Background: an optimization exercise with open tools, aiming at small area, a short achievable clock period and few clock cycles per item. Do not read the settings as production practice. The RTL was checked by simulation tests, not by an equivalence proof against the original design. No activity file was given, so power comes from the tool's default toggle rates.

==> run H: inputs <==
==> flow/design.v <==
module emu_cpu (
    input  wire        clk,
    input  wire        rst,
    input  wire        tick,
    input  wire        warm,
    output wire        busy,
    output reg         done,
    output wire        mem_re,
    output wire        mem_we,
    output wire [15:0] mem_addr,
    output wire [7:0]  mem_wdata,
    input  wire [7:0]  mem_rdata,
    output wire [15:0] pc,
    output reg  [7:0]  a,
    output wire [7:0]  p,
    output reg         halted,
    output reg  [31:0] total_cycles
);
    localparam [15:0] BOOT_PC      = 16'h8000;
    localparam [15:0] RESET_VECTOR = 16'hFFFC;
    localparam [1:0] S_IDLE = 2'd0,
                     S_RUN  = 2'd1,
                     S_FIN  = 2'd2;
    localparam [1:0] E_OP  = 2'd0,
                     E_IMM = 2'd1,
                     E_LO  = 2'd2,
                     E_HI  = 2'd3;
    reg [1:0]  state;
    reg [15:0] f;           
    reg [7:0]  lo;
    reg [7:0]  hi;
    reg [1:0]  e;
    reg        is_jmp;      
    reg        is_sta;      
    reg        wflag;       
    reg        arr_q;       
    reg        ea_q;        
    reg        data_q;      
    reg        match_q;     
    reg        replay_q;    
    reg [2:0]  pend;        
    reg [10:0] frame;
    reg        zf, nf;
    assign busy      = (state != S_IDLE);
    assign pc        = f;
    assign p         = {nf, 5'b00000, zf, 1'b0};
    assign mem_wdata = a;
    assign mem_addr  = (ea_q | replay_q) ? {hi, lo} : f;
    assign mem_we    = ea_q & is_sta;
    assign mem_re    = (state == S_RUN) & ~mem_we;
    wire run     = (state == S_RUN);
    wire arr     = arr_q & ~match_q;
    wire arr_op  = arr & (e == E_OP);
    wire arr_imm = arr & (e == E_IMM);
    wire arr_lo  = arr & (e == E_LO);
    wire arr_hi  = arr & (e == E_HI);
    wire ge1364  = (frame >= 11'd1364);
    wire ge1362  = (frame >= 11'd1362);
    wire exh     = halted | ge1364 | (pend[1] & ge1362);
    wire stop    = arr_op & exh;
    wire exec    = arr_op & ~exh;
    wire jmp_hi  = arr_hi & is_jmp;
    wire issue   = run & ~stop & ~ea_q & ~replay_q & ~jmp_hi;
    wire [7:0] d = mem_rdata;
    wire op_imm  = (d == 8'hA9);
    wire op_lda  = (d == 8'hAD);
    wire op_sta  = (d == 8'h8D);
    wire op_jmp  = (d == 8'h4C);
    wire op_nop  = (d == 8'hEA);
    wire op_brk  = (d == 8'h00);
    reg [2:0] cost;
    always @(*) begin
        cost = 3'd0;
        if (op_imm | op_nop) cost = 3'd2;
        if (op_lda | op_sta) cost = 3'd4;
        if (op_jmp)          cost = 3'd3;
        if (op_brk)          cost = 3'd7;
    end
    always @(posedge clk) begin
        if (rst) begin
            state        <= S_IDLE;
            done         <= 1'b0;
            f            <= BOOT_PC;
            a            <= 8'h00;
            zf           <= 1'b0;
            nf           <= 1'b0;
            halted       <= 1'b0;
            total_cycles <= 32'd0;
            arr_q        <= 1'b0;
            ea_q         <= 1'b0;
            data_q       <= 1'b0;
            replay_q     <= 1'b0;
            match_q      <= 1'b0;
            pend         <= 3'd0;
        end else begin
            done         <= 1'b0;
            frame        <= frame + {8'd0, pend};
            total_cycles <= total_cycles + {29'd0, pend};
            pend         <= exec ? cost : 3'd0;
            arr_q        <= issue | replay_q;
            ea_q         <= arr_hi & ~is_jmp;
            data_q       <= ea_q & ~is_sta;
            replay_q     <= ea_q & match_q;
            match_q      <= arr_hi & is_sta & ({d, lo} == f);
            if (issue)
                f <= f + 16'd1;
            if (stop)
                f <= f - 16'd1;
            if (jmp_hi)
                f <= {d, lo};
            if (arr_imm | data_q) begin
                a  <= d;
                zf <= (d == 8'h00);
                nf <= d[7];
            end
            if (arr_lo)
                lo <= d;
            if (arr_hi)
                hi <= d;
            if (exec) begin
                if (op_imm)
                    e <= E_IMM;
                if (op_lda | op_sta | op_jmp)
                    e <= E_LO;
                is_jmp <= op_jmp;
                is_sta <= op_sta;
                if (op_brk)
                    halted <= 1'b1;
            end
            if (arr_imm)
                e <= E_OP;
            if (arr_lo)
                e <= E_HI;
            if (arr_hi)
                e <= E_OP;
            case (state)
                S_IDLE: begin
                    if (tick) begin
                        frame <= 11'd0;
                        pend  <= 3'd0;
                        e     <= E_OP;
                        wflag <= 1'b0;
                        state <= halted ? S_FIN : S_RUN;
                    end else if (warm) begin
                        f      <= RESET_VECTOR;
                        e      <= E_LO;
                        is_jmp <= 1'b1;
                        wflag  <= 1'b1;
                        state  <= S_RUN;
                    end
                end
                S_RUN: begin
                    if (stop | (jmp_hi & wflag))
                        state <= S_FIN;
                end
                S_FIN: begin
                    done  <= 1'b1;
                    state <= S_IDLE;
                end
                default: state <= S_IDLE;
            endcase
        end
    end
endmodule
==> flow/run.sh <==
#!/bin/bash
# synth_recipe.tcl (not shown) runs the flow's synth.tcl, then flattens the netlist and writes it again
# the make line also repeats each setting of config.mk as NAME=value (left out here)
make -C /OpenROAD-flow-scripts/flow DESIGN_CONFIG=/design/flow/config.mk WORK_HOME=/design/flow/orfs CLKGATE_MAP_FILE= SYNTH_SCRIPT=/design/flow/synth_recipe.tcl finish
==> flow/config.mk <==
export PLATFORM = sky130hd
export DESIGN_NAME = emu_cpu
export DESIGN_NICKNAME = emu_cpu
export VERILOG_FILES = /design/flow/design.v
export SDC_FILE = /design/flow/constraint.sdc
export NUM_CORES = 4
export LEC_CHECK = 0
export CAP_MARGIN = 20
export CORE_MARGIN = 2
export CORE_UTILIZATION = 40
export PLACE_DENSITY = 0.6
export SLEW_MARGIN = 20
==> flow/constraint.sdc <==
create_clock -name core_clock -period 5.0 [get_ports {clk}]
set_input_delay 1.0000 -clock core_clock [delete_from_list [all_inputs] [get_ports {clk}]]
set_output_delay 1.0000 -clock core_clock [all_outputs]
set_load 0.01 [all_outputs]
==> run C: changes against run H <==
==> flow/design.v, changed modules only <==
module emu_cpu (
    input  wire        clk,
    input  wire        rst,
    input  wire        tick,
    input  wire        warm,
    output reg         busy,
    output reg         done,
    output reg         mem_re,
    output reg         mem_we,
    output wire [15:0] mem_addr,
    output wire [7:0]  mem_wdata,
    input  wire [7:0]  mem_rdata,
    output wire [15:0] pc,
    output reg  [7:0]  a,
    output wire [7:0]  p,
    output reg         halted,
    output wire [31:0] total_cycles
);
    localparam [15:0] BOOT_PC      = 16'h8000;
    localparam [15:0] RESET_VECTOR = 16'hFFFC;
    localparam [1:0] E_OP  = 2'd0,
                     E_IMM = 2'd1,
                     E_LO  = 2'd2,
                     E_HI  = 2'd3;
    reg [15:0] f;
    reg [7:0]  hi;
    reg [7:0]  lo;
    reg        run;         
    reg        fin;         
    reg [1:0]  e;
    reg        is_jmp;      
    reg        is_sta;      
    reg        wflag;       
    reg        arr_q;       
    reg        ea_q;        
    reg        data_q;      
    reg        match_q;     
    reg [2:0]  pend;        
    reg [11:0] frame;       
    reg [7:0]  tlo;         
    reg [23:0] thi;         
    reg        tc_q;        
    reg        zf, nf;
    assign mem_addr     = f;
    assign pc           = f;
    assign p            = {nf, 5'b00000, zf, 1'b0};
    assign mem_wdata    = a;
    assign total_cycles = {thi, tlo};
    wire arr     = arr_q & ~match_q;
    wire arr_op  = arr & (e == E_OP);
    wire arr_imm = arr & (e == E_IMM);
    wire arr_lo  = arr & (e == E_LO);
    wire arr_hi  = arr & (e == E_HI);
    wire exh     = halted | frame[11] | (pend[1] & (&frame[10:1]));
    wire stop    = arr_op & exh;
    wire exec    = arr_op & ~exh;
    wire jmp_hi  = arr_hi & is_jmp;
    wire ea_hi   = arr_hi & ~is_jmp;
    wire stream  = run & ~ea_q & ~stop & ~jmp_hi;
    wire [7:0] d = mem_rdata;
    wire op_imm  = (d == 8'hA9);
    wire op_lda  = (d == 8'hAD);
    wire op_sta  = (d == 8'h8D);
    wire op_jmp  = (d == 8'h4C);
    wire op_nop  = (d == 8'hEA);
    wire op_brk  = (d == 8'h00);
    reg [2:0] cost;
    always @(*) begin
        cost = 3'd0;
        if (op_imm | op_nop) cost = 3'd2;
        if (op_lda | op_sta) cost = 3'd4;
        if (op_jmp)          cost = 3'd3;
        if (op_brk)          cost = 3'd7;
    end
    wire [8:0] tlo_nx = {1'b0, tlo} + {6'd0, pend};
    wire [15:0] inc = (ea_q ? {hi, lo} : f) + {15'd0, ~(ea_q & match_q)};
    wire end_op  = run & (stop | (jmp_hi & wflag));
    always @(posedge clk) begin
        if (rst) begin
            run          <= 1'b0;
            fin          <= 1'b0;
            busy         <= 1'b0;
            done         <= 1'b0;
            mem_we       <= 1'b0;
            f            <= BOOT_PC;
            a            <= 8'h00;
            zf           <= 1'b0;
            nf           <= 1'b0;
            halted       <= 1'b0;
            tlo          <= 8'd0;
            thi          <= 24'd0;
            tc_q         <= 1'b0;
            arr_q        <= 1'b0;
            ea_q         <= 1'b0;
            data_q       <= 1'b0;
            pend         <= 3'd0;
        end else begin
            done         <= 1'b0;
            fin          <= 1'b0;
            frame        <= frame + {9'd0, pend};
            tlo          <= tlo_nx[7:0];
            tc_q         <= tlo_nx[8];
            thi          <= thi + {23'd0, tc_q};
            pend         <= exec ? cost : 3'd0;
            arr_q        <= stream & ~end_op;
            ea_q         <= run & ea_hi;
            mem_we       <= run & ea_hi & is_sta;
            mem_re       <= ~(run & ea_hi & is_sta);
            data_q       <= ea_q & ~is_sta;
            match_q      <= ea_hi & is_sta & ({d, lo} == f);
            hi           <= f[15:8];
            lo           <= arr_lo ? d : f[7:0];
            if (run) begin
                if (stop)
                    f <= {hi, lo};
                else if (arr_hi)
                    f <= {d, lo};
                else
                    f <= inc;
            end
            if (arr_imm | data_q) begin
                a  <= d;
                zf <= (d == 8'h00);
                nf <= d[7];
            end
            if (exec) begin
                if (op_imm)
                    e <= E_IMM;
                if (op_lda | op_sta | op_jmp)
                    e <= E_LO;
                is_jmp <= op_jmp;
                is_sta <= op_sta;
                if (op_brk)
                    halted <= 1'b1;
            end
            if (arr_imm)
                e <= E_OP;
            if (arr_lo)
                e <= E_HI;
            if (arr_hi)
                e <= E_OP;
            if (!busy) begin
                if (tick) begin
                    frame  <= 12'd684;
                    e      <= E_OP;
                    wflag  <= 1'b0;
                    busy   <= 1'b1;
                    if (halted)
                        fin <= 1'b1;
                    else
                        run <= 1'b1;
                end else if (warm) begin
                    f      <= RESET_VECTOR;
                    e      <= E_LO;
                    is_jmp <= 1'b1;
                    wflag  <= 1'b1;
                    busy   <= 1'b1;
                    run    <= 1'b1;
                end
            end
            if (end_op) begin
                run <= 1'b0;
                fin <= 1'b1;
            end
            if (fin) begin
                busy <= 1'b0;
                done <= 1'b1;
            end
        end
    end
endmodule
==> flow/flow/run.sh (new file) <==
#!/bin/bash
# Standard layout, with every port buffered by sky130_fd_sc_hd__buf_1.
set -euo pipefail
bash standard.sh BUFFER_PORTS_ARGS="-buffer_cell sky130_fd_sc_hd__buf_1" finish > standard.log 2>&1
==> flow/standard.sh (new file) <==
#!/bin/bash
# synth_recipe.tcl (not shown) runs the flow's synth.tcl, then flattens the netlist and writes it again
# the make line also repeats each setting of config.mk as NAME=value (left out here)
make -C /OpenROAD-flow-scripts/flow DESIGN_CONFIG=/design/flow/config.mk WORK_HOME=/design/flow/orfs CLKGATE_MAP_FILE= SYNTH_SCRIPT=/design/flow/synth_recipe.tcl "${@:-finish}"
ABC_AREA = 1   (was not set)
CORE_UTILIZATION = 50   (was 40)
PLACE_DENSITY = 0.65   (was 0.6)
SETUP_SLACK_MARGIN = 3.0   (was not set)
removed: flow/run.sh
==> run R: changes against run H <==
==> flow/flow/run.sh (new file) <==
#!/bin/bash
# Standard layout, with every port buffered by sky130_fd_sc_hd__buf_1.
set -euo pipefail
bash standard.sh BUFFER_PORTS_ARGS="-buffer_cell sky130_fd_sc_hd__buf_1" finish > standard.log 2>&1
==> flow/standard.sh (new file) <==
#!/bin/bash
# synth_recipe.tcl (not shown) runs the flow's synth.tcl, then flattens the netlist and writes it again
# the make line also repeats each setting of config.mk as NAME=value (left out here)
make -C /OpenROAD-flow-scripts/flow DESIGN_CONFIG=/design/flow/config.mk WORK_HOME=/design/flow/orfs CLKGATE_MAP_FILE= SYNTH_SCRIPT=/design/flow/synth_recipe.tcl "${@:-finish}"
removed: flow/run.sh
==> run D: changes against run H <==
SETUP_SLACK_MARGIN = 3.0   (was not set)
==> impl.org <==
** Synthesis
- Largest cells by area after synthesis :: sky130_fd_sc_hd__dfxtp_1, sky130_fd_sc_hd__edfxtp_1, sky130_fd_sc_hd__nor2_1
- Number of enable-type register cells in the synthesized netlist :: 32
- Of the total synthesized cell area, the portion taken by full adders, half adders and majority gates is 0.0253.

** Cells and area
- Summed area of non-filler cells in the final layout :: 0.00683 mm^2

** Worst setup path
- Kind of end point of the critical path :: output port
- The slowest stage of the critical path is the sky130_fd_sc_hd__clkdlybuf4s50_1 cell.

** CTS
- Post-CTS Resized :: 0

** Power
- Of the total power, the share spent switching nets is 0.299.

** Run status
- Outcome :: no timing/DRC/antenna violations

** STA
- Worst setup slack after layout :: 2.01 ns
[end of results for run H]
==> impl.org <==
** Power
- Switching Share :: 0.277
- IR Drop Worst-Case VDD :: approximately 0.24 mV

** STA
- Sum Neg Setup Slack :: 0 ns
- Setup slack closes at about 3 ns.
- Worst Hold Slack :: around 0.44 ns

** Worst setup path
- Capturing element of the worst setup path :: f[8]
- Kind of end point of the critical path :: register

** CTS
- Post-CTS Resized :: 34

** Run status
- Outcome :: no timing/DRC/antenna violations

** Cells and area
- Summed area of non-filler cells in the final layout :: 0.00680 mm^2

** Synthesis
- Share of synthesized cell area in full adder, half adder and majority cells :: 0.0288
[end of results for run C]
==> impl.org <==
** Run status
- Outcome :: no timing/DRC/antenna violations

** Worst setup path
- Kind of end point of the critical path :: output port
- Cell with the largest stage delay on the worst path :: sky130_fd_sc_hd__dfxtp_4

** Power
- Switching Share :: 0.313

** CTS
- Post-CTS Resized :: a little under 400

** Synthesis
- Share of synthesized cell area in full adder, half adder and majority cells :: 0.0253
- After synthesis, the cell types taking the most area are sky130_fd_sc_hd__dfxtp_1, sky130_fd_sc_hd__edfxtp_1, sky130_fd_sc_hd__nor2_1.
- The synthesized design contains 32 enable-type register cells.

** STA
- Setup slack on the critical path of the routed design comes to 2.35 ns.
- Min Clock Period, post-route :: 2.65 ns

** Place
- Post-detail-place hpwl :: between 10,000 and 15,000 um

** Cells and area
- Summed area of non-filler cells in the final layout :: 0.00852 mm^2

** Floorplanning
- Die W :: between 100 and 150 um
[end of results for run D]
==> impl.org <==
** Worst setup path
- The worst setup path is captured at a register.
- Cell with the largest stage delay on the worst path :: sky130_fd_sc_hd__clkinv_1

** Synthesis
- Number of enable-type register cells in the synthesized netlist :: 32
- Largest cells by area after synthesis :: sky130_fd_sc_hd__dfxtp_1, sky130_fd_sc_hd__edfxtp_1, sky130_fd_sc_hd__nor2_1
- Share of synthesized cell area in full adder, half adder and majority cells :: 0.0253

** Cells and area
- The finished cells cover 0.00621 mm^2.
- The final layout contains 699 nets.

** Power
- Switching Share :: 0.314

** GRT
- Global routing's busiest layer :: met2

** STA
- Worst setup slack after layout :: 2.34 ns

** Run status
- Outcome :: no timing/DRC/antenna violations

** CTS
- The number of gates resized after CTS was 0.
[end of results for run R]
Testbench counts of run H, summed over its fixed seeds: cycles 128,529, ticks 80.
Testbench counts of run C, summed over its fixed seeds: cycles 128,529, ticks 80.
Testbench counts of run R, summed over its fixed seeds: cycles 128,529, ticks 80.
Testbench counts of run D, summed over its fixed seeds: cycles 128,529, ticks 80.

-- re-timing with driven ports --
The flow's constraints put no driver on any port. The routed layouts listed below were extracted and timed again, unchanged, in two steps. Step 1: set_driving_cell puts a clkbuf_16 on clk and a buf_2 on each other input, an assumption about the parent block. Step 2 adds t to the input delays and takes it off the output delays; t is the mean of the earliest and latest rising clock arrival at the registers after step 1. Input paths then give back, and output paths get back, about the clock's delay inside the block. Three values: ideal, step 1, step 2; two values: the first two.
run	t, ns	setup slack, ns	worst setup path after step 2	clock arrival spread, ns
run H	0.393	2.006 / 1.964 / 1.830	input to register	0.009 / 0.009
run C	0.389	2.959 / 2.959 / 2.662	input to register	0.008 / 0.008
run R	0.392	2.344 / 2.319 / 1.970	input to register	0.010 / 0.011
run D	0.391	2.347 / 2.305 / 2.585	input to register	0.009 / 0.008
After both steps setup and hold are still met in every run listed. The setup slack of run R, which loses most, moves by -0.025 ns with the drivers and by -0.374 ns with both steps.
